Background: an optimization exercise with open tools, aiming at small area, a short achievable clock period and few clock cycles per item. Do not read the settings as production practice.
RTL that was checked went through simulation tests only; none was proved equivalent to the original.
For run 1, only the layout was checked, not whether the RTL still works.
No activity file was given, so power comes from the tool's default toggle rates.

<file path="flow/config.mk">
export PLATFORM = sky130hd
export DESIGN_NAME = wiegand_26_parity_unit
export DESIGN_NICKNAME = wiegand_26_parity_unit
export VERILOG_FILES = /design/flow/design.v
export SDC_FILE = /design/flow/constraint.sdc
export NUM_CORES = 4
export LEC_CHECK = 0
export CAP_MARGIN = 20
export CORE_MARGIN = 2
export CORE_UTILIZATION = 35
export SETUP_SLACK_MARGIN = 2.5
export SLEW_MARGIN = 20
</file>
<file path="flow/constraint.sdc">
create_clock -name core_clock -period 6.0 [get_ports {clk}]
set_input_delay 1.2000 -clock core_clock [delete_from_list [all_inputs] [get_ports {clk}]]
set_output_delay 1.2000 -clock core_clock [all_outputs]
set_load 0.01 [all_outputs]
</file>
<file path="flow/design.v">
module wiegand_parity (
    input  wire [23:0] payload,
    output wire        even,
    output wire        odd
);
    assign even = ^payload[23:12];
    assign odd  = ~^payload[11:0];
endmodule
module credential_formatter (
    input  wire [25:0]  frame,
    output reg  [207:0] bin_txt,
    output reg  [47:0]  hex_txt
);
    integer i;
    reg [3:0] nib;
    always @(*) begin
        for (i = 0; i < 26; i = i + 1)
            bin_txt[i*8 +: 8] = frame[25 - i] ? 8'h31 : 8'h30;
        for (i = 0; i < 6; i = i + 1) begin
            nib = frame[24 - 4*i -: 4];
            hex_txt[i*8 +: 8] = (nib <= 4'd9) ? (8'h30 + {4'd0, nib})
                                              : (8'h37 + {4'd0, nib});
        end
    end
endmodule
module wiegand_26_parity_unit (
    input  wire         clk,
    input  wire         rst,
    input  wire         req_valid,
    output wire         req_ready,
    input  wire [28:0]  req_iw,
    input  wire [4:0]   req_txt_len,
    input  wire [247:0] req_txt,
    output wire         resp_valid,
    input  wire         resp_ready,
    output wire [2:0]   resp_status,
    output wire [25:0]  resp_res,
    output wire [1:0]   resp_warn,
    output wire [207:0] resp_bin_txt,
    output wire [47:0]  resp_hex_txt
);
    localparam OP_FROM_BIN24 = 3'd0;
    localparam OP_FROM_BIN26 = 3'd1;
    localparam OP_FROM_HEX   = 3'd2;
    localparam OP_FROM_DEC   = 3'd3;
    localparam OP_RENDER     = 3'd4;
    localparam OP_COMPUTE    = 3'd5;
    localparam OP_VALIDATE   = 3'd6;
    localparam ST_OK          = 3'd0;
    localparam ST_INVALID     = 3'd1;
    localparam ST_OOR_FAC     = 3'd2;
    localparam ST_OOR_CARD    = 3'd3;
    localparam ST_ILLEGAL     = 3'd4;
    wire [2:0]  op  = req_iw[28:26];
    wire [25:0] arg = req_iw[25:0];
    wire [4:0]  len = req_txt_len;
    wire is_text_op = (op[2] == 1'b0);
    wire illegal = (op == 3'd7) ||
                   (is_text_op && (arg != 26'd0)) ||
                   ((op == OP_COMPUTE)  && (arg[25:24] != 2'd0)) ||
                   ((op == OP_VALIDATE) && (arg[25:4]  != 22'd0));
    reg [31:0]  in_len;     
    reg [30:0]  c_bin, c_dec, c_hex, c_comma, c_nz;
    reg [123:0] c_vals;     
    reg [123:0] c_hexv;     
    reg [7:0]   c;
    integer i, j;
    always @(*) begin
        for (i = 0; i < 32; i = i + 1)
            in_len[i] = (i < len);
        for (i = 0; i < 31; i = i + 1) begin
            c = req_txt[8*i +: 8];
            c_vals[4*i +: 4] = c[3:0];
            c_bin[i]   = (c[7:1] == 7'b0011000);
            c_dec[i]   = (c[7:4] == 4'h3) && (!c[3] || (c[2:1] == 2'b00));
            c_hex[i]   = c_dec[i] ||
                         ((c[7:6] == 2'b01) && (c[4:3] == 2'b00) &&
                          (c[2:0] != 3'd0) && (c[2:0] != 3'd7));
            c_comma[i] = (c == 8'h2C) && in_len[i];
            c_nz[i]    = (c[3:0] != 4'd0);
            c_hexv[4*i +: 4] = c[6] ? ({1'b0, c[2:0]} + 4'd9) : c[3:0];
        end
    end
    reg [23:0] pl_b24, pl_b26, pl_hex;
    wire hex_pfx = (len == 5'd8);
    always @(*) begin
        for (i = 0; i < 24; i = i + 1) begin
            pl_b24[23-i] = req_txt[8*i];
            pl_b26[23-i] = req_txt[8*(i+1)];
        end
        for (i = 0; i < 6; i = i + 1)
            pl_hex[23-4*i -: 4] = hex_pfx ? c_hexv[4*(i+2) +: 4] : c_hexv[4*i +: 4];
    end
    wire ok_b24 = (len == 5'd24) && (&c_bin[23:0]);
    wire ok_b26 = (len == 5'd26) && (&c_bin[25:0]);
    wire ok_hex = ((len == 5'd6) && (&c_hex[5:0])) ||
                  (hex_pfx && (req_txt[7:0] == 8'h30) &&
                   ((req_txt[15:8] == 8'h78) || (req_txt[15:8] == 8'h58)) &&
                   (&c_hex[7:2]));
    wire [31:0] c_comma4 = {4'd0, c_comma[30:4]};              
    wire [31:0] card_far = {1'b0, c_nz & (in_len[31:1] >> 4)};  
    wire cm_two, fac_hi, card_hi;
    pair_any #(.STRICT(1)) u_two (           
        .a   ({1'b0, c_comma}),
        .b   ({1'b0, c_comma}),
        .hit (cm_two)
    );
    pair_any #(.STRICT(0)) u_fac_hi (        
        .a   ({1'b0, c_nz}),
        .b   (c_comma4),
        .hit (fac_hi)
    );
    pair_any #(.STRICT(1)) u_card_hi (       
        .a   ({1'b0, c_comma}),
        .b   (card_far),
        .hit (card_hi)
    );
    reg        dec_chars_ok;
    reg [11:0] fac_d;       
    always @(*) begin
        dec_chars_ok = 1'b1;
        for (i = 0; i < 31; i = i + 1)
            if (in_len[i] && !c_dec[i] && !c_comma[i])
                dec_chars_ok = 1'b0;
        for (j = 0; j < 3; j = j + 1) begin
            fac_d[4*j +: 4] = 4'd0;
            for (i = 0; i + j + 1 < 31; i = i + 1)
                fac_d[4*j +: 4] = fac_d[4*j +: 4] | ({4{c_comma[i+j+1]}} & c_vals[4*i +: 4]);
        end
    end
    wire dec_ok1 = dec_chars_ok && (|c_comma) && !c_comma[0];
    wire [19:0] card_raw;   
    digit_pick #(.N(5)) u_pick_card (
        .v   (c_vals),
        .sel (len),
        .o   (card_raw)
    );
    wire cp_even, cp_odd;
    wiegand_parity u_parity_cp (
        .payload (arg[23:0]),
        .even    (cp_even),
        .odd     (cp_odd)
    );
    reg [2:0]  st_n;
    reg [25:0] res_n;
    reg [1:0]  w_n;
    reg [7:0]  x_n;
    reg        ok_n;
    always @(*) begin
        w_n = 2'd0;
        x_n = 8'd0;
        case (op)
            OP_FROM_BIN24: res_n = {1'b0, pl_b24, 1'b0};
            OP_FROM_BIN26: begin
                res_n = {1'b0, pl_b26, 1'b0};
                w_n   = {req_txt[0], req_txt[8*25]};
            end
            OP_FROM_HEX:   res_n = {1'b0, pl_hex, 1'b0};
            OP_FROM_DEC:   {x_n, w_n, res_n} = {dec_ok1, cm_two, fac_hi, card_hi,
                                                fac_d, card_raw};
            OP_RENDER: begin
                res_n = {2'b00, arg[24:1]};
                w_n   = {arg[25], arg[0]};
            end
            OP_COMPUTE:    res_n = {24'd0, cp_even, cp_odd};
            default:       res_n = {22'd0, arg[1], arg[0], arg[3] ^ arg[1], arg[2] ^ arg[0]};
        endcase
        if (illegal) begin
            st_n = ST_ILLEGAL;
            ok_n = 1'b0;
        end else if ((op == OP_FROM_BIN24 && !ok_b24) ||
                     (op == OP_FROM_BIN26 && !ok_b26) ||
                     (op == OP_FROM_HEX   && !ok_hex)) begin
            st_n = ST_INVALID;
            ok_n = 1'b0;
        end else begin
            st_n = ST_OK;
            ok_n = 1'b1;
        end
    end
    reg [2:0]  st_q;
    reg [25:0] res_q;
    reg [1:0]  w_q;
    reg [7:0]  x_q;
    reg [2:0]  y_q;
    reg        ok_q, rend_q, b26_q, par_q;
    reg [19:0] kd;
    reg        seen_c;
    always @(*) begin
        seen_c = 1'b0;
        for (j = 0; j < 5; j = j + 1) begin
            seen_c = seen_c | (res_q[4*j +: 4] == 4'hC);
            kd[4*j +: 4] = seen_c ? 4'd0 : res_q[4*j +: 4];
        end
    end
    wire [11:0] fd = {x_q[3:0], w_q, res_q[25:20]};
    wire dec_ok   = x_q[7] && !x_q[6] && (res_q[3:0] != 4'hC);
    wire fac_oor  = x_q[5] || (fd > {4'd2, 4'd5, 4'd5});
    wire card_oor = x_q[4] || (kd > {4'd6, 4'd5, 4'd5, 4'd3, 4'd5});
    wire [7:0]  fac_bin;
    wire [15:0] card_s, card_c;
    dec_partial u_partial (
        .fd   (fd),
        .kd   (kd),
        .fac  (fac_bin),
        .s    (card_s),
        .c    (card_c)
    );
    wire [15:0] card_bin;
    add16 u_add (
        .a (res_q[16:1]),
        .b ({w_q, x_q, y_q, res_q[25], res_q[0], 1'b0}),
        .s (card_bin)
    );
    reg full;     
    reg rv;       
    reg conv1;    
    reg conv2;    
    wire is_dec = (op == OP_FROM_DEC) && !illegal;
    always @(posedge clk) begin
        if (rst) begin
            full  <= 1'b0;
            rv    <= 1'b0;
            conv1 <= 1'b0;
            conv2 <= 1'b0;
        end else if (!full) begin
            if (req_valid) begin
                full  <= 1'b1;
                rv    <= !is_dec;
                conv1 <= is_dec;
            end
        end else if (conv1) begin
            conv1 <= 1'b0;
            conv2 <= 1'b1;
        end else if (conv2) begin
            conv2 <= 1'b0;
            rv    <= 1'b1;
        end else if (rv && resp_ready) begin
            full <= 1'b0;
            rv   <= 1'b0;
        end
    end
    always @(posedge clk) begin
        if (!full) begin
            st_q   <= st_n;
            ok_q   <= ok_n;
            res_q  <= res_n;
            w_q    <= w_n;
            x_q    <= x_n;
            rend_q <= (op == OP_RENDER);
            b26_q  <= (op == OP_FROM_BIN26);
            par_q  <= is_text_op;
        end else if (conv1) begin
            if (!dec_ok) begin
                st_q <= ST_INVALID;
                ok_q <= 1'b0;
            end else if (fac_oor) begin
                st_q <= ST_OOR_FAC;
                ok_q <= 1'b0;
            end else if (card_oor) begin
                st_q <= ST_OOR_CARD;
                ok_q <= 1'b0;
            end
            res_q[24:1] <= {fac_bin, card_s};
            {w_q, x_q, y_q, res_q[25], res_q[0]} <= card_c[15:1];
        end else if (conv2) begin
            res_q[16:1] <= card_bin;
        end
    end
    wire par_even, par_odd;
    wiegand_parity u_parity (
        .payload (res_q[24:1]),
        .even    (par_even),
        .odd     (par_odd)
    );
    wire [207:0] fmt_bin;
    wire [47:0]  fmt_hex;
    credential_formatter u_fmt (
        .frame   ({w_q[1], res_q[23:0], w_q[0]}),
        .bin_txt (fmt_bin),
        .hex_txt (fmt_hex)
    );
    wire done      = rv && !rst;
    wire done_ok   = done && ok_q;
    wire done_rend = done && rend_q;
    assign req_ready    = !full && !rst;
    assign resp_valid   = done;
    assign resp_status  = done ? st_q : 3'd0;
    assign resp_res     = done_ok ? {par_q ? par_even : res_q[25], res_q[24:1],
                                     par_q ? par_odd  : res_q[0]} : 26'd0;
    assign resp_warn    = (done_ok && b26_q) ? (w_q ^ {par_even, par_odd}) : 2'd0;
    assign resp_bin_txt = done_rend ? fmt_bin : 208'd0;
    assign resp_hex_txt = done_rend ? fmt_hex : 48'd0;
endmodule
module pair_any #(
    parameter STRICT = 1
) (
    input  wire [31:0] a,
    input  wire [31:0] b,
    output wire        hit
);
    reg [31:0] ha [0:5];
    reg [31:0] hb [0:5];
    reg [31:0] hh [0:5];
    integer l, n;
    always @(*) begin
        ha[0] = a;
        hb[0] = b;
        hh[0] = STRICT ? 32'd0 : (a & b);
        for (l = 0; l < 5; l = l + 1) begin
            ha[l+1] = 32'd0;
            hb[l+1] = 32'd0;
            hh[l+1] = 32'd0;
            for (n = 0; n < (16 >> l); n = n + 1) begin
                ha[l+1][n] = ha[l][2*n] | ha[l][2*n+1];
                hb[l+1][n] = hb[l][2*n] | hb[l][2*n+1];
                hh[l+1][n] = hh[l][2*n] | hh[l][2*n+1] | (ha[l][2*n] & hb[l][2*n+1]);
            end
        end
    end
    assign hit = hh[5][0];
endmodule
module dec_partial (
    input  wire [11:0] fd,      
    input  wire [19:0] kd,      
    output wire [7:0]  fac,
    output wire [15:0] s,
    output wire [15:0] c
);
    function [15:0] tab;        
        input [3:0]  d;
        input [31:0] w;
        integer k;
        begin
            tab = 16'd0;
            for (k = 1; k < 10; k = k + 1)
                if (d == k)
                    tab = k * w;
        end
    endfunction
    assign fac = tab(fd[11:8], 100) + tab(fd[7:4], 10) + {4'd0, fd[3:0]};
    wire [15:0] e  = tab(kd[19:16], 10000);
    wire [15:0] d1 = tab(kd[15:12], 1000);
    wire [15:0] d2 = tab(kd[11:8], 100);
    wire [15:0] b1 = tab(kd[7:4], 10);
    wire [15:0] b0 = {12'd0, kd[3:0]};
    wire [15:0] s1 = e ^ d1 ^ d2;
    wire [15:0] c1 = {(e[14:0] & d1[14:0]) | (e[14:0] & d2[14:0]) | (d1[14:0] & d2[14:0]), 1'b0};
    wire [15:0] s2 = b1 ^ b0 ^ s1;
    wire [15:0] c2 = {(b1[14:0] & b0[14:0]) | (b1[14:0] & s1[14:0]) | (b0[14:0] & s1[14:0]), 1'b0};
    assign s = s2 ^ c2 ^ c1;
    assign c = {(s2[14:0] & c2[14:0]) | (s2[14:0] & c1[14:0]) | (c2[14:0] & c1[14:0]), 1'b0};
endmodule
module add16 (
    input  wire [15:0] a,
    input  wire [15:0] b,
    output wire [15:0] s
);
    reg [15:0] g [0:4];
    reg [15:0] p [0:4];
    integer l, n, m;
    always @(*) begin
        g[0] = a & b;
        p[0] = a ^ b;
        for (l = 0; l < 4; l = l + 1) begin
            g[l+1] = g[l];
            p[l+1] = p[l];
            for (n = 0; n < 16; n = n + 1)
                if (n[l]) begin
                    m = ((n >> l) << l) - 1;    
                    g[l+1][n] = g[l][n] | (p[l][n] & g[l][m]);
                    p[l+1][n] = p[l][n] & p[l][m];
                end
        end
    end
    assign s = p[0] ^ {g[4][14:0], 1'b0};
endmodule
module digit_pick #(
    parameter N = 5
) (
    input  wire [123:0]   v,
    input  wire [4:0]     sel,
    output reg  [4*N-1:0] o
);
    localparam OFF = N - 1;        
    localparam W   = 4 * (32 + OFF);
    reg [W-1:0] a [0:5];
    integer x, s, j;
    always @(*) begin
        a[0] = {W{1'b0}};
        for (x = 1; x <= 31; x = x + 1)
            a[0][4*(x+OFF) +: 4] = v[4*(x-1) +: 4];
        for (s = 0; s < 5; s = s + 1) begin
            a[s+1] = {W{1'b0}};
            for (x = -OFF; x <= 31; x = x + 1)
                if (x + (16 >> s) <= 31)
                    a[s+1][4*(x+OFF) +: 4] = sel[4-s] ? a[s][4*(x+(16>>s)+OFF) +: 4]
                                                      : a[s][4*(x+OFF) +: 4];
                else
                    a[s+1][4*(x+OFF) +: 4] = sel[4-s] ? 4'd0 : a[s][4*(x+OFF) +: 4];
        end
        for (j = 0; j < N; j = j + 1)
            o[4*j +: 4] = a[5][4*(OFF-j) +: 4];
    end
endmodule
</file>
<file path="flow/flow/run.sh">
#!/bin/bash
# The standard layout (standard.sh), with two changes to how it is made:
# - the port buffers are sky130_fd_sc_hd__buf_2 cells (the resizer may then
#   size them within the buf footprint) instead of the delay buffers that
#   buffer_ports picks by default;
# - synthesis leaves adders to ABC (no ADDER_MAP_FILE), so that they are
#   mapped with the rest of the logic rather than into fa/ha cells.
# make's full output goes to standard_flow.log here; the ORFS step logs are
# under orfs/logs.
set -euo pipefail
export BUFFER_PORTS_ARGS="-buffer_cell sky130_fd_sc_hd__buf_2"
bash standard.sh ADDER_MAP_FILE= finish > standard_flow.log 2>&1
</file>
<file path="flow/standard.sh">
#!/bin/bash
# synth_recipe.tcl (not shown) runs the flow's synth.tcl, then flattens the netlist and writes it again
# the make line also repeats each setting of config.mk as NAME=value (left out here)
make -C /OpenROAD-flow-scripts/flow DESIGN_CONFIG=/design/flow/config.mk WORK_HOME=/design/flow/orfs CLKGATE_MAP_FILE= SYNTH_SCRIPT=/design/flow/synth_recipe.tcl "${@:-finish}"
</file>
==> results of run 1 <==
worst reg2reg max path: cells and delay by family (launching register included):
family	cells	cell delay [ns]
simple gates	3	1.48
xor+xnor	3	0.94
flops	1	0.59
compound gates	1	0.17
final cells by class:
type                       instances  area [sq um]  share of cell area, %
antenna                            5          12.5                 0.0576
multi-input combinational       2008         14500                   66.5
clock inverter                     2          37.5                  0.173
tap                              607           759                   3.49
inverter                          50           199                  0.915
sequential                        50          1460                   6.72
timing repair inverter             3          22.5                  0.104
timing repair buffer             655          4650                   21.4
clock buffer                       6           129                  0.593
registers in the layout, indices dropped and copies added (netlist names):
name,count
res_q,26
conv1,1
par_q,1
rend_q,1
conv2,1
y_q,3
b26_q,1
st_q,3
ok_q,1
rv,1
w_q,2
x_q,8
full,1
worst paths after layout:
check                  end  depth (start not counted)
hold / removal       conv2                          2
setup / recovery    x_q[5]                          9
setup reg to reg  res_q[7]                          7
hold reg to reg      conv2                          2
power by group:
part / internal, mW / switching (mW)
clock network: 0.198 / 0.158
registers: 0.460 / 0.119
logic: 1.03 / 1.77
logic make-up (layout without fill, tap and decap cells):
logic type | count (synthesis) | after routing | share of synthesized area (%)
xor+xnor | 146 | 146 | 7.69
fa+ha+maj | 15 | 15 | 0.910
buf+inv | 463 | 716 | 15.1
mux | 123 | 123 | 9.77
compound gates | 696 | 696 | 29.0
other cells | 1 | 141 | 0.0225
simple gates | 889 | 892 | 28.8
flops | 50 | 50 | 8.78
cell usage after synthesis (17+ instances only):
library cell and instances:
a211oi_1 21, a21oi_1 141, a221oi_1 50, a222oi_1 25, a22o_1 45, a22oi_1 81
a31oi_1 17, and2_1 17, and3_1 55, buf_1 26, buf_2 28, buf_4 192
clkbuf_1 164, edfxtp_1 46, inv_1 45, mux2_2 35, mux2i_1 60, mux4_2 28
nand2_1 173, nand2b_1 28, nand3_1 70, nand4_1 33, nor2_1 230, nor2b_1 28
nor3_1 49, nor3b_1 25, nor4_1 57, o21ai_0 130, o22ai_1 28, xnor2_1 107
xor2_1 39
repair_timing:
action | CTS | global route
resized for setup | 215 | 106
setup buffers | 64 | 62
endpoints found under the hold margin | 0 | 0
cloned | 11 | 6
endpoints found under the setup margin | 163 | 61
pin swaps | 37 | 41
hold buffers | 0 | 0
layer usage:
layer / global-route usage, % / share of wire (%) / up-vias
met4: 36.1 / 10 / 4
met2: 73.6 / 43 / 2188
met5: 0 / 0.022 / -
met3: 13.1 / 12 / 653
li1: - / - / 9477
met1: 55.2 / 35 / 11100
==> results.cfg, run 1 <==
[outcome]
status = no timing/DRC/antenna violations

[clock_network]
cts.sink_count = 50
insertion_delay_ns = 0.32
cts_tree = done
numCtsBuffers = 5
cts_buffer_depth = 2
clkTransAtPathRegs_ns = 0.09
cts_max_level = 2
root_buffer = clkbuf_16

[sta]
fmax_ghz = 0.271
min_period_ns = 3.69
finClkSkew_ns = 0.0157
finalSetupViolCount = 0
finalCritPeriodShare_pct = 61.5
drv_slew = 0
slew_headroom_pct = 38.7
hold_viol = 0
worst_pin_slew_ns = 0.911
tns_ns = 0
fin_hold_ws_ns = 0.553
grt_setup_unrepaired = yes
setup_ws_ns = 2.31

[yosys]
synth_ff_type = edfxtp_1
synth_top_area_share_pct = 8.66
synthTopCellsByArea = buf_4 8.7%, edfxtp_1 8.3%, xnor2_1 5.6%, nor2_1 5.2%, a21oi_1 4.2%
yosysTopAreaCell = buf_4
async_flop_share_pct = 0
synth-edff-count = 46
synthCells = 2383
avgSynthCellArea_sq_um = 6.98
synth_cell_type_count = 94
netlist_area_sq_mm = 0.0166
ys_ff_latch = 50
ys_seq_area_share_pct = 8.78
yosysWarnings = 16

[setup_path]
critPathMaxFanout = 6
path_cells = buf_2 -> or2_2 -> nor3_2 -> nand3_1 -> a221o_1 -> nor4_2 -> o211ai_1 -> nor4b_2 -> o31ai_1
critPathLaunch = req_txt[209]
slowest_delay_ns = 0.57
r2r-start = res_q[2]
critPathRequiredTime_ns = 6.06
cp-end-kind = register
cp_top_family = simple AND/OR/NAND/NOR gates
reg2reg_setup_slack_ns = 2.56
worstSetupPathType = input pin to register
slowest_stage = nor3_2
critPathLaunchType = input pin
cp.arrival_ns = 3.75
path_buf_inv = 1

[finish]
area_growth_pct = 30.6
final_area_sq_mm = 0.0217
fillers = 4805
post-route-util_pct = 46.5
final_layout_size_suffix_gt1_share_pct = 34.3
fin_cells = 3386
final_nets = 3059
layout_commonest_cell = buf_2
mostFrequentLayoutCells = 412 x buf_2, 219 x nor2_1, 166 x nand2_1

[pwr]
power_density_mw_per_mm2 = 172
p_total_mw = 3.74
p_leak_nw = 9.15
vdd.ir_drop.worst_v = 0.000165

[drt]
drcViolationCount = 0
dr.pass1.iters = 11
wl_per_cell_um = 36.8
wl_um = 125000
ant_nets = 0
vias_per_cell = 6.91
vias = 23400
first_iter_violations = 3311

[floorplan]
rows = 79
chipWidth_um = 222
die-area_sq_mm = 0.0493
start_util_pct = 35.6
die_h_um = 222
core_area_sq_mm = 0.0468
io-pin-count = 575

[placed_design]
dp_slack_ns = 1.10
place.gp.congestion = 1.12
dp_hpwl_um = 89900
port_buffers = 438
place_area_sq_mm = 0.0186
dp.cells = 3230

[hold_path]
hold_path_class = register to register
hold_start = conv2

[grt]
global_route.overflow_total = 0
grt_max_degree = 45
grt_usage_pct = 47.3
grt_first_pass_wirelength_um = 167000
grt_pass1_vias = 21400
antenna_found_initial = 7

[run]
cap_violations = 0
==> run 2, diff against run 1 <==
--- a/flow/design.v
+++ b/flow/design.v
@@ -184,3 +184,2 @@
     reg [7:0]  x_q;
-    reg [2:0]  y_q;
     reg        ok_q, rend_q, b26_q, par_q;
@@ -210,4 +209,4 @@
     add16 u_add (
-        .a (res_q[16:1]),
-        .b ({w_q, x_q, y_q, res_q[25], res_q[0], 1'b0}),
+        .a (card_s),
+        .b (card_c),
         .s (card_bin)
@@ -216,4 +215,3 @@
     reg rv;       
-    reg conv1;    
-    reg conv2;    
+    reg conv;     
     wire is_dec = (op == OP_FROM_DEC) && !illegal;
@@ -221,18 +219,14 @@
         if (rst) begin
-            full  <= 1'b0;
-            rv    <= 1'b0;
-            conv1 <= 1'b0;
-            conv2 <= 1'b0;
+            full <= 1'b0;
+            rv   <= 1'b0;
+            conv <= 1'b0;
         end else if (!full) begin
             if (req_valid) begin
-                full  <= 1'b1;
-                rv    <= !is_dec;
-                conv1 <= is_dec;
+                full <= 1'b1;
+                rv   <= !is_dec;
+                conv <= is_dec;
             end
-        end else if (conv1) begin
-            conv1 <= 1'b0;
-            conv2 <= 1'b1;
-        end else if (conv2) begin
-            conv2 <= 1'b0;
-            rv    <= 1'b1;
+        end else if (conv) begin
+            conv <= 1'b0;
+            rv   <= 1'b1;
         end else if (rv && resp_ready) begin
@@ -252,3 +246,3 @@
             par_q  <= is_text_op;
-        end else if (conv1) begin
+        end else if (conv) begin
             if (!dec_ok) begin
@@ -263,6 +257,3 @@
             end
-            res_q[24:1] <= {fac_bin, card_s};
-            {w_q, x_q, y_q, res_q[25], res_q[0]} <= card_c[15:1];
-        end else if (conv2) begin
-            res_q[16:1] <= card_bin;
+            res_q[24:1] <= {fac_bin, card_bin};
         end
--- a/flow/config.mk
+++ b/flow/config.mk
@@ -10,3 +10,3 @@
 export CORE_UTILIZATION = 35
-export SETUP_SLACK_MARGIN = 2.5
+export SETUP_SLACK_MARGIN = 2.0
 export SLEW_MARGIN = 20
==> run 2 against run 1 <==
Compared with the run above:
- still clean on timing, DRC and antenna
- area after synthesis is 1.5% lower
- clock power fell by 12%
- count of clock-buffer cells in the layout is 1 lower
- synthesized cell count up 0.17%
- core utilization shrank 4.1 points
- first-iteration DRC count increased by 7.9%
- non-clock buffer count is 58 lower
- wire length fell by 4.9%
- cell area fell by 9.7%
- hold slack lost 0.050 ns
- final cell count is 1.2% lower
==> results.cfg, run 2 <==
[sta]
drv_slew = 0
tns_ns = 0
finalCritPeriodShare_pct = 67.5
worst_pin_slew_ns = 1.14
fmax_ghz = 0.247
grt_setup_unrepaired = yes
finClkSkew_ns = 0.0171
hold_viol = 0
finalSetupViolCount = 0
min_period_ns = 4.05
slew_headroom_pct = 23.7

[floorplan]
die-area_sq_mm = 0.0486
die_h_um = 220
start_util_pct = 35.4
chipWidth_um = 220
io-pin-count = 575
core_area_sq_mm = 0.0464
rows = 79

[setup_path]
r2r-start = res_q[13]
cp_top_family = simple AND/OR/NAND/NOR gates
critPathRequiredTime_ns = 6.04
worst-r2r-cell-count = 15
path_cells = clkbuf_4 -> or2_2 -> nor2_4 -> buf_4 -> nor3_1 -> a22o_1 -> a221oi_2 -> nand3_2 -> nor2_1 -> nand4_1 -> mux4_2 -> a221oi_1 -> a21oi_1
critPathLaunchType = input pin
path_buf_inv = 2
critPathLaunch = req_txt_len[2]
worstSetupPathType = input pin to register
slowest_delay_ns = 0.49
r2r-end = res_q[15]
critPathMaxFanout = 10
crit_cells = 13
cp-end-kind = register
cp.arrival_ns = 4.10
crit_end = res_q[21]
slowest_stage = mux4_2
reg2reg_setup_slack_ns = 1.99

[grt]
grt_usage_pct = 47.1
grt_first_pass_wirelength_um = 160000
grt_pass1_vias = 20900
global_route.overflow_total = 0
antenna_found_initial = 14
grt_max_degree = 53

[clock_network]
root_buffer = clkbuf_16
cts_tree = done
clkTransAtPathRegs_ns = 0.08
cts.sink_count = 46
numCtsBuffers = 5
insertion_delay_ns = 0.32
cts_buffer_depth = 2
cts_max_level = 2

[yosys]
synth_top_area_share_pct = 8.79
yosysTopAreaCell = buf_4
synth_ff_type = edfxtp_1
synth_cell_type_count = 109
netlist_top_cells_count = 252 x nor2_1, 192 x buf_4, 179 x nand2_1
synth.most_common_cell = nor2_1
synthCells = 2387
synthTopCellsByArea = buf_4 8.8%, edfxtp_1 7.9%, nor2_1 5.8%, xnor2_1 4.9%, a22oi_1 4.8%
ys_ff_latch = 46
async_flop_share_pct = 0
ys_seq_area_share_pct = 8.24
synth-edff-count = 43
avgSynthCellArea_sq_um = 6.87
yosysWarnings = 16
netlist_area_sq_mm = 0.0164

[placed_design]
dp.cells = 3254
dp_hpwl_um = 89900
place_area_sq_mm = 0.0184
port_buffers = 438
place.gp.congestion = 1.16

[finish]
post-route-util_pct = 42.3
mostFrequentLayoutCells = 436 x buf_2, 245 x nor2_1, 173 x nand2_1
layout_commonest_cell = buf_2
largest_reg_flops = 26
final_area_sq_mm = 0.0196
regMostFlops = res_q
area_growth_pct = 19.8
final_layout_size_suffix_gt1_share_pct = 29.7
final_nets = 3010
fin_cells = 3345
largest_registers = res_q (26), x_q (8), st_q (3)

[pwr]
pwr-share-seq_pct = 9.1
p_sw_mw = 3.26
p_total_mw = 5.81
p_clk_share_pct = 5.4
power_density_mw_per_mm2 = 296
p_int_mw = 2.55
combPwrFrac_pct = 85.6
vdd.ir_drop.worst_v = 0.000402
p_sw_share_pct = 56.1
p_leak_nw = 8.18

[hold_path]
hold_path_class = register to register

[drt]
dr.pass1.iters = 10
wl_per_cell_um = 35.4
first_iter_violations = 3573
wl_um = 118000
drcViolationCount = 0
vias_per_cell = 6.87
vias = 23000
ant_nets = 0

[outcome]
status = no timing/DRC/antenna violations

[run]
cap_violations = 0
run 2: changes by cell type after synthesis, sizes merged, moves of 9 or more:
cell     change
a22o        -14
a22oi       +24
a31oi       +13
buf         -12
nand3       +15
nand4       +10
nand4bb     -10
nor2        +26
nor2b        -9
or3         +10
xnor2       -12
run 2: through the flow:
step / setup slack, ns / hold slack [ns]
after floorplan: 2.02 / 0.451
after global placement: 1.16 / 0.481
after detailed placement: 1.12 / 0.493
after CTS: 1.88 / 0.504
after global routing: 1.86 / 0.552
final: 1.95 / 0.503
run 2: logic make-up after synthesis:
kind of cell,after synthesis,share of synthesized area (%)
fa+ha+maj,14,0.870
other cells,1,0.0229
xor+xnor,133,7.40
flops,46,8.24
simple gates,928,29.5
buf+inv,449,14.9
mux,113,9.49
compound gates,703,29.5
run 2: layer usage:
layer,part of all wire (%),global-route usage (%),up-vias,routed length (um)
met1,35,52.2,10800,40900
met2,43,72.9,2098,50700
met5,0.011,0.101,-,13
met4,10,38.2,2,12300
li1,-,-,9388,-
met3,12,16.7,639,14600
run 2: how the worst min path moves through the flow:
stage | startpoint | endpoint | cells after the start
2_1_floorplan | conv | conv | 2
3_3_place_gp | conv | conv | 2
3_5_place_dp | conv | conv | 2
4_1_cts | conv | conv | 2
5_1_grt | conv | conv | 2
6_report | conv | conv | 2
run 2: cell type report:
cell class	count	area, sq um
Antenna cell	13	32.5
Clock buffer	5	125
Clock inverter	3	28.8
Fill cell	4819	26700
Inverter	47	176
Multi-Input combinational cell	2027	13600
Sequential cell	46	1350
Tap cell	607	759
Timing Repair Buffer	597	3510
run 2: worst reg2reg max path: stages (launching register included):
cell and delay [ns]:
edfxtp_1 0.43, buf_6 0.20, o21ai_4 0.23, nand2_1 0.11, or4_4 0.56, nand3_1 0.12, a21oi_2 0.06, nor3_4 0.34
o21ai_2 0.13, a221oi_4 0.38, a211oi_2 0.11, buf_4 0.17, nor3_4 0.29, a2111oi_2 0.10, a311oi_2 0.41, o2bb2ai_1 0.11
run 2: power groups by stage:
stage,Sequential [mW],Clock [mW],Combinational (mW)
finish,0.528,0.312,4.98
global placement,0.643,0,4.02
detailed placement,0.644,0,4.06
global route,0.536,0.323,5.23
floorplan,0.491,0,3.08
CTS,0.562,0.313,4.37
run 2: what timing repair did:
item	CTS	global route
gates resized for setup	44	80
setup endpoints to repair	36	74
hold buffers	0	0
pin swaps	5	19
buffers inserted	30	40
Testbench counts of run 2, summed over its fixed seeds: cycles 5,247, items 2,400.
==> run 3, diff against run 2 <==
--- a/flow/design.v
+++ b/flow/design.v
@@ -130,3 +130,2 @@
     end
-    wire dec_ok1 = dec_chars_ok && (|c_comma) && !c_comma[0];
     wire [19:0] card_raw;   
@@ -137,2 +136,13 @@
     );
+    reg [19:0] card_d;
+    reg        seen_c;
+    always @(*) begin
+        seen_c = 1'b0;
+        for (j = 0; j < 5; j = j + 1) begin
+            seen_c = seen_c | (card_raw[4*j +: 4] == 4'hC);
+            card_d[4*j +: 4] = seen_c ? 4'd0 : card_raw[4*j +: 4];
+        end
+    end
+    wire dec_ok1 = dec_chars_ok && (|c_comma) && !c_comma[0] &&
+                   (card_raw[3:0] != 4'hC);    
     wire cp_even, cp_odd;
@@ -146,3 +156,3 @@
     reg [1:0]  w_n;
-    reg [7:0]  x_n;
+    reg [35:0] x_n;
     reg        ok_n;
@@ -150,3 +160,3 @@
         w_n = 2'd0;
-        x_n = 8'd0;
+        x_n = {dec_ok1, cm_two, fac_hi, card_hi, fac_d, card_d};
         case (op)
@@ -158,4 +168,3 @@
             OP_FROM_HEX:   res_n = {1'b0, pl_hex, 1'b0};
-            OP_FROM_DEC:   {x_n, w_n, res_n} = {dec_ok1, cm_two, fac_hi, card_hi,
-                                                fac_d, card_raw};
+            OP_FROM_DEC:   res_n = 26'd0;
             OP_RENDER: begin
@@ -183,17 +192,9 @@
     reg [1:0]  w_q;
-    reg [7:0]  x_q;
+    reg [35:0] x_q;
     reg        ok_q, rend_q, b26_q, par_q;
-    reg [19:0] kd;
-    reg        seen_c;
-    always @(*) begin
-        seen_c = 1'b0;
-        for (j = 0; j < 5; j = j + 1) begin
-            seen_c = seen_c | (res_q[4*j +: 4] == 4'hC);
-            kd[4*j +: 4] = seen_c ? 4'd0 : res_q[4*j +: 4];
-        end
-    end
-    wire [11:0] fd = {x_q[3:0], w_q, res_q[25:20]};
-    wire dec_ok   = x_q[7] && !x_q[6] && (res_q[3:0] != 4'hC);
-    wire fac_oor  = x_q[5] || (fd > {4'd2, 4'd5, 4'd5});
-    wire card_oor = x_q[4] || (kd > {4'd6, 4'd5, 4'd5, 4'd3, 4'd5});
+    wire [19:0] kd = x_q[19:0];
+    wire [11:0] fd = x_q[31:20];
+    wire dec_ok   = x_q[35] && !x_q[34];
+    wire fac_oor  = x_q[33] || (fd > {4'd2, 4'd5, 4'd5});
+    wire card_oor = x_q[32] || (kd > {4'd6, 4'd5, 4'd5, 4'd3, 4'd5});
     wire [7:0]  fac_bin;
@@ -236,2 +237,4 @@
     end
+    always @(posedge clk)
+        x_q <= x_n;
     always @(posedge clk) begin
@@ -242,3 +245,2 @@
             w_q    <= w_n;
-            x_q    <= x_n;
             rend_q <= (op == OP_RENDER);
==> run 3 against run 2 <==
Compared with the run above:
- still clean on timing, DRC and antenna
- non-clock buffer count fell by 102
- worst setup slack got worse by 0.073 ns
- register-to-register slack improved by 0.10 ns
- maximum frequency fell by 1.8%
- count of clock-buffer cells in the layout rose by 7
- core utilization fell by 2.4 points
- critical path depth fell by 3
- final cell count fell by 2.2%
- area after synthesis rose by 3.3%
- sequential power rose by 67%
- largest cell class unchanged
==> results.cfg, run 3 <==
[setup_path]
cp-end-kind = register
crit_top_cell = a21oi_1
critPathLaunchType = input pin
cp.arrival_ns = 4.41
critPathMaxFanout = 38
worstSetupPathType = input pin to register
slowest_stage = o31ai_1
slowest_delay_ns = 1.06
critPathRequiredTime_ns = 6.28
path_cells = clkbuf_4 -> o31ai_1 -> a311oi_1 -> a21oi_1 -> o311ai_0 -> nor4_1 -> nand3_1 -> a21oi_1 -> o2111ai_1 -> nor3_1

[grt]
grt_usage_pct = 45.3
global_route.overflow_total = 0
grt.busiest_layer = met2
use_met3_pct = 14.3
grt_first_pass_wirelength_um = 160000
grt_pass1_vias = 20500
grt_max_degree = 69
gr-usage-met2_pct = 69.7
use_met1_pct = 51.1
antenna_found_initial = 20

[drt]
dr.pass1.iters = 9
vias_per_cell = 6.74
wl_per_cell_um = 36.4
ant_nets = 0
first_iter_violations = 2843
drcViolationCount = 0
wl_um = 119000
vias = 22000

[yosys]
ys_ff_latch = 73
synthMuxAreaShare_pct = 8.64
synth_cell_type_count = 102
avgSynthCellArea_sq_um = 7.06
synth_xor_area_share_pct = 7.71
synthAdderAreaFrac_pct = 0.547
ys_seq_area_share_pct = 10.6
synth_compound_area_share_pct = 28.0
synthSimpleGateAreaFrac_pct = 29.5
netlist_top_cells_count = 205 x buf_4, 203 x nor2_1, 160 x nand2_1
synthTopCellsByArea = buf_4 9.1%, edfxtp_1 6.0%, xnor2_1 4.9%, a21oi_1 4.7%, dfxtp_1 4.6%
synth_ff_type = dfxtp_1
netlist_area_sq_mm = 0.0169
synth-edff-count = 34
synthCells = 2398
synth_top_area_share_pct = 9.09
yosysTopAreaCell = buf_4
yosysWarnings = 16
async_flop_share_pct = 0
synth.most_common_cell = buf_4
synth_top_family_by_area = simple AND/OR/NAND/NOR gates

[sta]
min_period_ns = 4.13
worst_pin_slew_ns = 1.22
finClkSkew_ns = 0.00696
hold_viol = 0
fmax_ghz = 0.242
tns_ns = 0
finalCritPeriodShare_pct = 68.8
finalSetupViolCount = 0
slew_headroom_pct = 18.0
drv_slew = 0
grt_setup_unrepaired = yes

[floorplan]
io-pin-count = 575
rows = 80
die_h_um = 224
chipWidth_um = 224
start_util_pct = 35.5
core_area_sq_mm = 0.0477
die-area_sq_mm = 0.0502

[pwr]
vdd.ir_drop.worst_v = 0.000174
power_density_mw_per_mm2 = 223
p_leak_nw = 8.02
p_total_mw = 4.26

[clock_network]
root_buffer = clkbuf_16
cts_max_level = 3
cts_tree = done
insertion_delay_ns = 0.36
numCtsBuffers = 9
clkTransAtPathRegs_ns = 0.06
cts.sink_count = 73
cts_buffer_depth = 2
postCtsHoldBufs = 0

[finish]
largest_registers = x_q (36), res_q (25), st_q (3)
regMostFlops = x_q
final_nets = 2926
area_growth_pct = 12.7
multiInputGateArea_sq_mm = 0.0133
layout_commonest_cell = buf_2
area.sequential_sq_mm = 0.00181
largest_reg_flops = 36
final_layout_size_suffix_gt1_share_pct = 24.9
fillers = 5083
mostFrequentLayoutCells = 434 x buf_2, 200 x nor2_1, 160 x nand2_1

[placed_design]
place.gp.congestion = 1.12
port_buffers = 438
dp_hpwl_um = 91500

[outcome]
status = no timing/DRC/antenna violations

[hold_path]
hold_path_class = register to register

[run]
cap_violations = 0
-- run 3: changes by cell type in the layout (fill, tap and decap cells not counted), sizes merged, moves of 20 or more --
| cell | before | now |
|---|---|---|
| a22o | 31 | 62 |
| nand2 | 180 | 160 |
| a22oi | 105 | 75 |
| nor2 | 256 | 205 |
| nor2b | 19 | 39 |
| dfxtp | 3 | 39 |
| buf | 595 | 492 |
-- run 3: stage by stage --
| step | hold WS [ns] | area, sq um | utilization, % | cells | worst slack, ns |
|---|---|---|---|---|---|
| after detailed placement | 0.475 | 18600 | 38.9 | 3241 | 1.20 |
| final | 0.483 | 19100 | 40.0 | 3270 | 1.87 |
| after CTS | 0.483 | 18900 | 39.7 | 3258 | 1.92 |
| after global routing | 0.507 | 19100 | 39.9 | 3262 | 1.89 |
| after global placement | 0.462 | 18600 | 38.9 | 3241 | 1.17 |
| after floorplan | 0.427 | 17400 | - | 2533 | 2.01 |
-- run 3: cell type report --
class | instances | share of cell area [%]
Antenna cell | 10 | 0.131
Clock buffer | 12 | 1.34
Clock inverter | 4 | 0.393
Inverter | 46 | 0.925
Multi-Input combinational cell | 2014 | 69.5
Sequential cell | 73 | 9.48
Tap cell | 615 | 4.03
Timing Repair Buffer | 495 | 14.1
Timing Repair inverter | 1 | 0.0393
-- run 3: final timing paths --
kind / start / endpoint / slack (ns) / cells past startpoint
max: req_txt_len[1] / x_q[35] / 1.87 / 10
min: rv / full / 0.48 / 1
max reg2reg: x_q[12] / res_q[16] / 2.09 / 11
min reg2reg: rv / full / 0.48 / 1
-- run 3: cell families (layout without fill, tap and decap cells) --
group / after synthesis / in the layout
buf+inv: 446 / 558
xor+xnor: 140 / 140
fa+ha+maj: 9 / 9
compound gates: 694 / 694
simple gates: 920 / 920
mux: 115 / 115
flops: 73 / 73
other cells: 1 / 146
-- run 3: what timing repair did --
item / in CTS / in global routing
setup buffers: 0 / 1
resized for setup: 10 / 24
endpoints found under the hold margin: 0 / 0
setup endpoints to repair: 73 / 80
gates cloned: 1 / 1
-- run 3: worst max-delay path: cells and delay by family --
family / cells / cell delay (ns)
AND/OR/NAND/NOR: 3 / 0.71
buffers and inverters: 1 / 0.33
AO/OA/AOI/OAI: 6 / 2.14
-- run 3: power breakdown --
| part | internal (mW) | total, mW | leakage [nW] | switching, mW |
|---|---|---|---|---|
| Clock | 0.388 | 0.608 | 0.163 | 0.220 |
| Combinational | 1.09 | 2.77 | 7.17 | 1.68 |
| Sequential | 0.636 | 0.882 | 0.685 | 0.246 |
-- run 3: routing by layer --
layer / share of wire, % / up-vias
met1: 36 / 10400
met3: 12 / 589
met2: 43 / 1879
met4: 9.9 / 12
li1: - / 9158
met5: 0.071 / -
Testbench counts of run 3, summed over its fixed seeds: cycles 5,247, items 2,400.
==> run 4, diff against run 3 <==
--- a/flow/config.mk
+++ b/flow/config.mk
@@ -10,3 +10,3 @@
 export CORE_UTILIZATION = 35
-export SETUP_SLACK_MARGIN = 2.0
+export SETUP_SLACK_MARGIN = 2.4
 export SLEW_MARGIN = 20
==> run 4 against run 3 <==
Compared with the run above:
- power increased by 6.7%
- area after synthesis unchanged
- hold slack improved by 0.063 ns
- sequential power decreased by 3.5%
- sequential share of layout area decreased by 0.22 points
- global-route usage decreased by 2.7 points
- sequential cell count unchanged
- maximum frequency increased by 12%
- register-to-register slack improved by 0.35 ns
- first-iteration DRC count increased by 3.3%
==> results.cfg, run 4 <==
[drt]
wl_per_cell_um = 34.0
ant_nets = 0
highest_layer = met5
first_iter_violations = 2936
dr.pass1.iters = 9
wl_met1_um = 40400
vias = 22300
drcViolationCount = 0
dr_wl_met3_um = 13200
wl_um = 112000
wl_met2_um = 48300
vias_per_cell = 6.74

[sta]
drv_slew = 0
worst_pin_slew_ns = 1.11
fmax_ghz = 0.272
finClkSkew_ns = 0.00964
slew_headroom_pct = 25.4
min_period_ns = 3.68
tns_ns = 0
grt_setup_unrepaired = yes
hold_viol = 0
finalSetupViolCount = 0
finalCritPeriodShare_pct = 61.4

[setup_path]
worstSetupPathType = input pin to register
worst-r2r-cell-count = 12
critPathLaunch = req_txt[91]
critPathLaunchType = input pin
r2r-start = x_q[15]
critPathRequiredTime_ns = 6.28
critPathMaxFanout = 18
crit_end = x_q[35]
r2r-end = res_q[16]
reg2reg_setup_slack_ns = 2.44
cp-end-kind = register
cp.arrival_ns = 3.97

[yosys]
ys_ff_latch = 73
synth_cell_type_count = 102
synth_ff_type = dfxtp_1
yosysWarnings = 16
netlist_top_cells_count = 205 x buf_4, 203 x nor2_1, 160 x nand2_1
synth.most_common_cell = buf_4
synthCells = 2398
synth_top_area_share_pct = 9.09
synthTopCellsByArea = buf_4 9.1%, edfxtp_1 6.0%, xnor2_1 4.9%, a21oi_1 4.7%, dfxtp_1 4.6%
ys_seq_area_share_pct = 10.6
netlist_area_sq_mm = 0.0169
synth-edff-count = 34
async_flop_share_pct = 0
avgSynthCellArea_sq_um = 7.06
yosysTopAreaCell = buf_4

[clock_network]
numCtsBuffers = 9
cts.sink_count = 73
insertion_delay_ns = 0.37
cts_max_level = 3
cts_tree = done
clkTransAtPathRegs_ns = 0.06
cts_buffer_depth = 2
root_buffer = clkbuf_16

[grt]
antenna_found_initial = 14
grt_pass1_vias = 20400
grt_usage_pct = 42.6
global_route.overflow_total = 0
grt_max_degree = 47
grt_first_pass_wirelength_um = 153000

[finish]
fin_cells = 3305
regMostFlops = x_q
area_growth_pct = 17.5
largest_reg_flops = 36
final_layout_size_suffix_gt1_share_pct = 28.8
layout_commonest_cell = buf_2
post-route-util_pct = 41.7
final_area_sq_mm = 0.0199
mostFrequentLayoutCells = 432 x buf_2, 193 x nor2_1, 158 x nand2_1
fillers = 4987
largest_registers = x_q (36), res_q (25), st_q (3)
final_nets = 2966

[pwr]
p_total_mw = 4.54
power_density_mw_per_mm2 = 228
vdd.ir_drop.worst_v = 0.000174
p_leak_nw = 8.36

[floorplan]
die_h_um = 224
io-pin-count = 575
start_util_pct = 35.5
rows = 80
chipWidth_um = 224
core_area_sq_mm = 0.0477
die-area_sq_mm = 0.0502

[placed_design]
dp_hpwl_um = 85300
port_buffers = 438
place.gp.congestion = 1.11
place_area_sq_mm = 0.0187
dp.cells = 3237

[outcome]
status = no timing/DRC/antenna violations

[run]
cap_violations = 0

[hold_path]
hold_path_class = register to register
==> run 4: cell counts after synthesis <==
Identical to the previous run, type by type.
==> run 4: worst max-delay path, cell delays in order <==
cell	delay, ns
clkbuf_4	0.23
or4bb_1	0.55
nor3_4	0.18
buf_12	0.21
a31oi_1	0.08
a21oi_2	0.29
o311ai_2	0.20
nor4_2	0.39
nand3_1	0.12
a21oi_1	0.17
o2111ai_1	0.16
nor3_1	0.18
==> run 4: worst min path at each step <==
stage                     depth (start not counted)  slack (ns)  startpoint  endpoint
after detailed placement                          1        0.47          rv      full
after global placement                            1        0.46          rv      full
after CTS                                         2        0.52        conv      conv
final                                             2        0.55        conv      conv
after global routing                              2        0.54        conv      conv
after floorplan                                   1        0.44          rv      full
==> run 4: power by group <==
group / internal (mW) / switching (mW) / leakage (nW) / total, mW
Combinational: 1.32 / 1.84 / 7.53 / 3.17
Sequential: 0.642 / 0.210 / 0.689 / 0.851
Clock: 0.283 / 0.238 / 0.140 / 0.521
Total: 2.25 / 2.29 / 8.36 / 4.54
==> run 4: cells by family after synthesis <==
| kind of cell | Yosys count | synth area share, % |
|---|---|---|
| AND/OR/NAND/NOR | 920 | 29.5 |
| buffers and inverters | 446 | 14.9 |
| multiplexers | 115 | 8.64 |
| AO/OA/AOI/OAI | 694 | 28.0 |
| flip-flops | 73 | 10.6 |
| other | 1 | 0.0221 |
| adder cells (fa/ha/maj) | 9 | 0.547 |
| XOR/XNOR | 140 | 7.71 |
==> run 4: cell type report <==
cell class	instances	area [sq um]	share of cell area, %
multi-input combinational	2015	13700	69.0
timing repair buffer	532	3070	15.4
sequential	73	1840	9.26
tap	615	769	3.87
clock buffer	10	230	1.16
inverter	46	176	0.887
clock inverter	6	40.0	0.201
timing repair inverter	3	22.5	0.113
antenna	5	12.5	0.0629
==> run 4: metrics by stage <==
stage	worst slack, ns	hold slack [ns]
floorplan	2.08	0.436
global placement	1.19	0.460
detailed placement	1.36	0.472
CTS	2.21	0.520
global route	2.33	0.536
finish	2.32	0.546
==> run 4: repair_timing <==
action	CTS	global route
setup buffers	10	31
pin swaps	3	20
cloned	3	3
gates resized for setup	51	74
hold buffers	0	0
setup endpoints to repair	161	90
==> run 4: routing by layer <==
layer	global-route usage, %	vias up
met5	0	-
met4	32.6	14
met3	12.3	568
met2	65.6	1956
met1	50.0	10500
li1	-	9245
==> run 5, diff against run 4 <==
--- a/flow/flow/run.sh
+++ b/flow/flow/run.sh
@@ -2,3 +2,3 @@
 # The standard layout (standard.sh), with two changes to how it is made:
-# - the port buffers are sky130_fd_sc_hd__buf_2 cells (the resizer may then
+# - the port buffers are sky130_fd_sc_hd__buf_1 cells (the resizer may then
 #   size them within the buf footprint) instead of the delay buffers that
@@ -10,3 +10,3 @@
 set -euo pipefail
-export BUFFER_PORTS_ARGS="-buffer_cell sky130_fd_sc_hd__buf_2"
+export BUFFER_PORTS_ARGS="-buffer_cell sky130_fd_sc_hd__buf_1"
 bash standard.sh ADDER_MAP_FILE= finish > standard_flow.log 2>&1
--- a/flow/config.mk
+++ b/flow/config.mk
@@ -10,3 +10,3 @@
 export CORE_UTILIZATION = 35
-export SETUP_SLACK_MARGIN = 2.4
+export SETUP_SLACK_MARGIN = 2.2
 export SLEW_MARGIN = 20
==> run 5 against run 4 <==
Compared with the run above:
- still clean
- non-clock buffer count up 20
- via count rose by 1.4%
- count of clock-buffer cells in the layout unchanged
- clock power grew 5.2%
==> results.cfg, run 5 <==
[finish]
final_nets = 2985
largest_reg_flops = 36
layout_commonest_cell = buf_1
fillers = 5091
final_layout_size_suffix_gt1_share_pct = 13.0
regMostFlops = x_q
area_growth_pct = 13.6
fin_cells = 3331
largest_registers = x_q (36), res_q (25), st_q (3)
mostFrequentLayoutCells = 403 x buf_1, 197 x nor2_1, 159 x nand2_1
post-route-util_pct = 40.3

[clock_network]
cts_buffer_depth = 2
cts_max_level = 3
root_buffer = clkbuf_16
cts_tree = done
cts.sink_count = 73
insertion_delay_ns = 0.36
numCtsBuffers = 9
clkTransAtPathRegs_ns = 0.06
postCtsHoldBufs = 0

[sta]
worst_pin_slew_ns = 1.12
grt_setup_unrepaired = yes
slew_headroom_pct = 24.9
drv_slew = 0
finalSetupViolCount = 0
min_period_ns = 3.99
hold_viol = 0
tns_ns = 0
finClkSkew_ns = 0.00847
finalCritPeriodShare_pct = 66.6
fmax_ghz = 0.250

[grt]
use_met1_pct = 49.5
antenna_found_initial = 23
gr-usage-met2_pct = 66.6
grt_first_pass_wirelength_um = 155000
global_route.overflow_total = 0
grt.busiest_layer = met2
grt_usage_pct = 43.5
grt_pass1_vias = 20500
use_met3_pct = 13.6
grt_max_degree = 71

[floorplan]
die-area_sq_mm = 0.0502
start_util_pct = 35.5
rows = 80
io-pin-count = 575
core_area_sq_mm = 0.0477
chipWidth_um = 224
die_h_um = 224

[yosys]
synth-edff-count = 34
synthTopCellsByArea = buf_4 9.1%, edfxtp_1 6.0%, xnor2_1 4.9%, a21oi_1 4.7%, dfxtp_1 4.6%
async_flop_share_pct = 0
avgSynthCellArea_sq_um = 7.06
synth_ff_type = dfxtp_1
synth_cell_type_count = 102
ys_ff_latch = 73
yosysWarnings = 16
netlist_top_cells_count = 205 x buf_4, 203 x nor2_1, 160 x nand2_1
synth.most_common_cell = buf_4
netlist_area_sq_mm = 0.0169
ys_seq_area_share_pct = 10.6
synthCells = 2398
yosysTopAreaCell = buf_4
synth_top_area_share_pct = 9.09

[setup_path]
critPathLaunchType = input pin
critPathRequiredTime_ns = 6.25
cp-end-kind = register
slowest_delay_ns = 0.72
path_buf_inv = 2
cp_top_family = simple AND/OR/NAND/NOR gates
cp.arrival_ns = 4.25
worstSetupPathType = input pin to register
path_cells = buf_1 -> nor3b_2 -> nor4b_1 -> nor2b_2 -> buf_4 -> a22o_1 -> a221oi_1 -> nand3_1 -> nor2_1 -> nand4_1
slowest_stage = nor4b_1
critPathMaxFanout = 10

[drt]
drcViolationCount = 0
vias_per_cell = 6.79
ant_nets = 0
dr.pass1.iters = 6
vias = 22600
wl_per_cell_um = 34.6
wl_um = 115000
first_iter_violations = 3525

[pwr]
vdd.ir_drop.worst_v = 0.000154
p_leak_nw = 7.00
power_density_mw_per_mm2 = 223

[placed_design]
dp_hpwl_um = 88400
place.gp.congestion = 1.11
port_buffers = 438
dp.cells = 3284

[outcome]
status = no timing/DRC/antenna violations

[hold_path]
hold_path_class = register to register

[run]
cap_violations = 0
[run 5: area by class of cell]
| class | instances | area, sq um | share of cell area [%] |
|---|---|---|---|
| multi-input combinational | 2014 | 13500 | 70.0 |
| inverter | 46 | 176 | 0.917 |
| timing repair inverter | 3 | 22.5 | 0.117 |
| sequential | 73 | 1830 | 9.51 |
| antenna | 12 | 30.0 | 0.156 |
| tap | 615 | 769 | 4.00 |
| clock buffer | 10 | 229 | 1.19 |
| timing repair buffer | 552 | 2640 | 13.7 |
| clock inverter | 6 | 65.1 | 0.338 |
[run 5: per-stage QoR]
stage	hold slack (ns)	instance area (sq um)	setup WS (ns)	total power, mW
floorplan	0.427	17500	2.19	2.81
global placement	0.467	18400	1.33	3.50
detailed placement	0.489	18400	1.28	3.54
CTS	0.496	18900	2.15	4.12
global route	0.511	19200	2.09	4.52
finish	0.499	19200	2.01	4.29
[run 5: where the power goes]
| part | switching (mW) | leakage, nW | internal, mW |
|---|---|---|---|
| logic | 1.74 | 6.16 | 1.14 |
| clock network | 0.224 | 0.148 | 0.324 |
| registers | 0.229 | 0.687 | 0.640 |
| total | 2.19 | 7.00 | 2.10 |
[run 5: kinds of logic (layout without fill, tap and decap cells)]
| family | count (synthesis) | in the layout | share of synthesized area, % |
|---|---|---|---|
| mux | 115 | 115 | 8.64 |
| simple gates | 920 | 920 | 29.5 |
| other cells | 1 | 148 | 0.0221 |
| compound gates | 694 | 694 | 28.0 |
| xor+xnor | 140 | 140 | 7.71 |
| buf+inv | 446 | 617 | 14.9 |
| fa+ha+maj | 9 | 9 | 0.547 |
| flops | 73 | 73 | 10.6 |
[run 5: worst paths after layout]
check	from	end	slack, ns	depth (start not counted)
max reg2reg	x_q[12]	res_q[16]	2.35	12
min reg2reg	rv	full	0.50	1
max	req_txt[54]	x_q[29]	2.01	10
min	rv	full	0.50	1
[run 5: metal layers]
layer / wire length [um] / vias up
li1: - / 9274
met1: 40500 / 10600
met2: 49000 / 2063
met3: 14200 / 630
met4: 11400 / 12
met5: 70 / -
[run 5: repair_timing]
item	in CTS	in global routing
cloned	1	4
gates resized for setup	50	80
setup endpoints to repair	93	85
setup buffers	0	14
pin swaps	0	6
==> run 6, diff against run 5 <==
--- a/flow/design.v
+++ b/flow/design.v
@@ -101,25 +101,33 @@
     wire [31:0] card_far = {1'b0, c_nz & (in_len[31:1] >> 4)};  
-    wire cm_two, fac_hi, card_hi;
+    wire [3:0] cm_two_t, fac_hi_t, card_hi_t;
     pair_any #(.STRICT(1)) u_two (           
-        .a   ({1'b0, c_comma}),
-        .b   ({1'b0, c_comma}),
-        .hit (cm_two)
+        .a    ({1'b0, c_comma}),
+        .b    ({1'b0, c_comma}),
+        .hit  (),
+        .part (cm_two_t)
     );
     pair_any #(.STRICT(0)) u_fac_hi (        
-        .a   ({1'b0, c_nz}),
-        .b   (c_comma4),
-        .hit (fac_hi)
+        .a    ({1'b0, c_nz}),
+        .b    (c_comma4),
+        .hit  (),
+        .part (fac_hi_t)
     );
     pair_any #(.STRICT(1)) u_card_hi (       
-        .a   ({1'b0, c_comma}),
-        .b   (card_far),
-        .hit (card_hi)
+        .a    ({1'b0, c_comma}),
+        .b    (card_far),
+        .hit  (),
+        .part (card_hi_t)
     );
-    reg        dec_chars_ok;
+    reg        dec_chars_lo, dec_chars_hi;    
     reg [11:0] fac_d;       
     always @(*) begin
-        dec_chars_ok = 1'b1;
+        dec_chars_lo = 1'b1;
+        dec_chars_hi = 1'b1;
         for (i = 0; i < 31; i = i + 1)
-            if (in_len[i] && !c_dec[i] && !c_comma[i])
-                dec_chars_ok = 1'b0;
+            if (in_len[i] && !c_dec[i] && !c_comma[i]) begin
+                if (i < 16)
+                    dec_chars_lo = 1'b0;
+                else
+                    dec_chars_hi = 1'b0;
+            end
         for (j = 0; j < 3; j = j + 1) begin
@@ -145,4 +153,5 @@
     end
-    wire dec_ok1 = dec_chars_ok && (|c_comma) && !c_comma[0] &&
-                   (card_raw[3:0] != 4'hC);    
+    wire dec_ok_a = dec_chars_lo && !c_comma[0];
+    wire dec_ok_b = dec_chars_hi &&
+                    (card_raw[3:0] != 4'hC);    
     wire cp_even, cp_odd;
@@ -156,3 +165,3 @@
     reg [1:0]  w_n;
-    reg [35:0] x_n;
+    reg [45:0] x_n;
     reg        ok_n;
@@ -160,3 +169,3 @@
         w_n = 2'd0;
-        x_n = {dec_ok1, cm_two, fac_hi, card_hi, fac_d, card_d};
+        x_n = {dec_ok_a, dec_ok_b, cm_two_t, fac_hi_t, card_hi_t, fac_d, card_d};
         case (op)
@@ -192,3 +201,3 @@
     reg [1:0]  w_q;
-    reg [35:0] x_q;
+    reg [45:0] x_q;
     reg        ok_q, rend_q, b26_q, par_q;
@@ -196,5 +205,12 @@
     wire [11:0] fd = x_q[31:20];
-    wire dec_ok   = x_q[35] && !x_q[34];
-    wire fac_oor  = x_q[33] || (fd > {4'd2, 4'd5, 4'd5});
-    wire card_oor = x_q[32] || (kd > {4'd6, 4'd5, 4'd5, 4'd3, 4'd5});
+    wire [3:0] two_t = x_q[43:40];
+    wire [3:0] fhi_t = x_q[39:36];
+    wire [3:0] khi_t = x_q[35:32];
+    wire cm_any   = two_t[1] || two_t[0];
+    wire cm_two   = two_t[3] || two_t[2] || (two_t[1] && two_t[0]);
+    wire fac_hi   = fhi_t[3] || fhi_t[2] || (fhi_t[1] && fhi_t[0]);
+    wire card_hi  = khi_t[3] || khi_t[2] || (khi_t[1] && khi_t[0]);
+    wire dec_ok   = x_q[45] && x_q[44] && cm_any && !cm_two;
+    wire fac_oor  = fac_hi || (fd > {4'd2, 4'd5, 4'd5});
+    wire card_oor = card_hi || (kd > {4'd6, 4'd5, 4'd5, 4'd3, 4'd5});
     wire [7:0]  fac_bin;
@@ -292,3 +308,4 @@
     input  wire [31:0] b,
-    output wire        hit
+    output wire        hit,
+    output wire [3:0]  part     
 );
@@ -313,3 +330,4 @@
     end
-    assign hit = hh[5][0];
+    assign hit  = hh[5][0];
+    assign part = {hh[4][0], hh[4][1], ha[4][0], hb[4][1]};
 endmodule
--- a/flow/flow/run.sh
+++ b/flow/flow/run.sh
@@ -2,3 +2,3 @@
 # The standard layout (standard.sh), with two changes to how it is made:
-# - the port buffers are sky130_fd_sc_hd__buf_1 cells (the resizer may then
+# - the port buffers are sky130_fd_sc_hd__buf_2 cells (the resizer may then
 #   size them within the buf footprint) instead of the delay buffers that
@@ -10,3 +10,3 @@
 set -euo pipefail
-export BUFFER_PORTS_ARGS="-buffer_cell sky130_fd_sc_hd__buf_1"
+export BUFFER_PORTS_ARGS="-buffer_cell sky130_fd_sc_hd__buf_2"
 bash standard.sh ADDER_MAP_FILE= finish > standard_flow.log 2>&1
--- a/flow/config.mk
+++ b/flow/config.mk
@@ -10,3 +10,3 @@
 export CORE_UTILIZATION = 35
-export SETUP_SLACK_MARGIN = 2.2
+export SETUP_SLACK_MARGIN = 2.6
 export SLEW_MARGIN = 20
==> run 6 against run 5 <==
Compared with the run above:
- still clean on timing, DRC and antenna
- cell area grew 8.2%
- critical path depth up 3
- synthesized cell count increased by 0.96%
- hold slack lost 0.0013 ns
- sequential cell count is 9 higher
- critical endpoint is now res_q[16]
- largest cell class unchanged
==> results.cfg, run 6 <==
[outcome]
status = no timing/DRC/antenna violations

[yosys]
synth-edff-count = 34
ys_seq_area_share_pct = 11.8
netlist_area_sq_mm = 0.0168
synth_cell_type_count = 99
netlist_top_cells_count = 221 x nor2_1, 197 x nand2_1, 193 x buf_4
ys_ff_latch = 82
yosysTopAreaCell = buf_4
avgSynthCellArea_sq_um = 6.92
synth_top_area_share_pct = 8.65
yosysWarnings = 16
synth_ff_type = dfxtp_1
synthTopCellsByArea = buf_4 8.6%, edfxtp_1 6.1%, dfxtp_1 5.7%, xnor2_1 5.2%, nor2_1 4.9%
async_flop_share_pct = 0
synthCells = 2421
synth.most_common_cell = nor2_1

[finish]
layout_commonest_cell = buf_2
area_growth_pct = 24.2
fillers = 4873
regMostFlops = x_q
final_nets = 3024
largest_registers = x_q (45), res_q (25), st_q (3)
fin_cells = 3368
post-route-util_pct = 43.8
largest_reg_flops = 45
final_layout_size_suffix_gt1_share_pct = 30.5
mostFrequentLayoutCells = 405 x buf_2, 206 x nor2_1, 192 x nand2_1

[floorplan]
rows = 80
start_util_pct = 35.3
die_h_um = 223
io-pin-count = 575
chipWidth_um = 223
core_area_sq_mm = 0.0475
die-area_sq_mm = 0.0497

[drt]
drcViolationCount = 0
first_iter_violations = 3273
wl_um = 115000
vias_per_cell = 6.75
dr.pass1.iters = 9
vias = 22700
wl_per_cell_um = 34.0
ant_nets = 0

[pwr]
p_int_mw = 2.50
p_leak_nw = 8.58
combPwrFrac_pct = 68.7
p_clk_share_pct = 12.9
p_sw_mw = 2.48
vdd.ir_drop.worst_v = 0.000206
p_total_mw = 4.98
p_sw_share_pct = 49.8
power_density_mw_per_mm2 = 239
pwr-share-seq_pct = 18.4

[sta]
fmax_ghz = 0.270
worst_pin_slew_ns = 1.15
finalCritPeriodShare_pct = 61.7
drv_slew = 0
finalSetupViolCount = 0
slew_headroom_pct = 23.3
grt_setup_unrepaired = yes
hold_viol = 0
finClkSkew_ns = 0.0192
tns_ns = 0
min_period_ns = 3.70

[grt]
grt_max_degree = 45
grt_first_pass_wirelength_um = 154000
grt_usage_pct = 43.4
global_route.overflow_total = 0
grt_pass1_vias = 20800
antenna_found_initial = 9

[setup_path]
critPathMaxFanout = 10
worst-r2r-cell-count = 13
critPathRequiredTime_ns = 6.11
cp-end-kind = register
cp.arrival_ns = 3.81
critPathLaunchType = register
worstSetupPathType = register to register

[clock_network]
cts_max_level = 3
cts_buffer_depth = 2
cts.sink_count = 82
numCtsBuffers = 9
root_buffer = clkbuf_16
cts_tree = done
postCtsHoldBufs = 0
insertion_delay_ns = 0.38
clkTransAtPathRegs_ns = 0.06

[hold_path]
worstHoldPathCells = 1
hold_path_class = register to register

[placed_design]
place.gp.congestion = 1.09
dp.cells = 3257
dp_hpwl_um = 84400
port_buffers = 438

[run]
cap_violations = 0
-- run 6: routing by layer --
metal | wire (um) | global-route usage [%] | share of wire [%] | vias up
li1 | - | - | - | 9359
met1 | 41800 | 51.8 | 36 | 10800
met2 | 48500 | 65.4 | 42 | 2091
met3 | 14400 | 14.5 | 13 | 524
met4 | 9810 | 30.8 | 8.6 | 2
met5 | 8 | 0 | 0.0070 | -
-- run 6: power groups by stage --
stage / logic [mW] / registers [mW] / clock network, mW
floorplan: 2.13 / 0.777 / 0
global placement: 2.68 / 0.908 / 0
detailed placement: 2.71 / 0.912 / 0
CTS: 3.07 / 0.907 / 0.647
global route: 3.61 / 0.929 / 0.666
finish: 3.42 / 0.914 / 0.644
-- run 6: stage by stage --
step	hold WS, ns	setup slack (ns)	instance area (sq um)
after global placement	0.457	1.25	18600
final	0.497	2.30	20800
after global routing	0.522	2.15	20800
after floorplan	0.436	2.29	17600
after detailed placement	0.489	1.35	18600
after CTS	0.492	2.32	20000
-- run 6: worst paths after layout --
path                 from   endpoint  slack, ns
setup / recovery  x_q[14]  res_q[16]       2.30
hold / removal         rv       full       0.50
setup reg to reg  x_q[14]  res_q[16]       2.30
hold reg to reg        rv       full       0.50
-- run 6: what timing repair did --
| action | 4_1_cts | 5_1_grt |
|---|---|---|
| setup endpoints to repair | 224 | 135 |
| pin swaps | 33 | 26 |
| resized for setup | 141 | 134 |
| gates cloned | 9 | 8 |
| buffers inserted | 52 | 16 |
-- run 6: kinds of logic (layout without fill, tap and decap cells) --
family / count (synthesis) / in the layout / share of synthesized area (%)
AND/OR/NAND/NOR: 960 / 964 / 30.1
adder cells (fa/ha/maj): 9 / 9 / 0.545
AO/OA/AOI/OAI: 695 / 695 / 28.2
flip-flops: 82 / 82 / 11.8
XOR/XNOR: 144 / 144 / 8.03
multiplexers: 90 / 90 / 6.91
other: 1 / 146 / 0.0224
buffers and inverters: 440 / 623 / 14.3
-- run 6: area by class of cell --
cell class / instances / area (sq um) / share of cell area [%]
diodes: 10 / 25.0 / 0.120
flip-flops and latches: 82 / 2040 / 9.79
multi-input cells: 2038 / 13900 / 66.8
repair buffers: 560 / 3530 / 17.0
clock buffers: 11 / 243 / 1.17
well taps: 615 / 769 / 3.70
clock inverters: 5 / 77.6 / 0.373
repair inverters: 7 / 50.0 / 0.240
inverters: 40 / 168 / 0.806
-- run 6: critical path, stage by stage, from the launching register on --
cell and delay, ns:
dfxtp_2 0.46, o21ai_4 0.11, and2_1 0.23, nor2_1 0.14, o21ai_0 0.10, o21ai_0 0.58, a21oi_2 0.16, o221ai_4 0.27
nand2_2 0.12, a31oi_4 0.25, o31ai_4 0.09, a2111oi_4 0.47, nor4_1 0.08, or3_1 0.37
Testbench counts of run 6, summed over its fixed seeds: cycles 5,247, items 2,400.

## what the ideal ports hide
In the flow no input, the clock included, has a driving cell. The finished layouts below were timed again as built, in two steps.
Step 1, drivers: a clkbuf_16 drives clk and a buf_2 each remaining input, both assumed.
Step 2 times the ports against the registers' clock, not the clock port: input delays grow and output delays shrink by t, the midpoint of the rising clock arrivals with the driver on.
Three values: ideal ports, drivers, drivers and shift; two values: the first two.
run	t (ns)	setup WS [ns]	hold slack, ns	slew at the worst register clock pin (ns)
run 1	0.369	2.309 / 2.239 / 1.870	0.553 / 0.553 / 0.553	0.09 / 0.09
run 2	0.355	1.947 / 1.974 / 1.619	0.503 / 0.503 / 0.503	0.08 / 0.08
run 3	0.397	1.874 / 1.896 / 1.499	0.483 / 0.483 / 0.483	0.06 / 0.06
run 4	0.404	2.317 / 2.321 / 1.916	0.546 / 0.546 / 0.546	0.06 / 0.06
run 5	0.400	2.006 / 2.022 / 1.622	0.499 / 0.499 / 0.499	0.06 / 0.06
run 6	0.417	2.299 / 2.299 / 2.130	0.497 / 0.497 / 0.497	0.08 / 0.08
After both steps setup and hold are still met in every run listed. For run 1, which loses most, drivers alone change the setup slack by -0.070 ns; drivers and shift together by -0.439 ns.
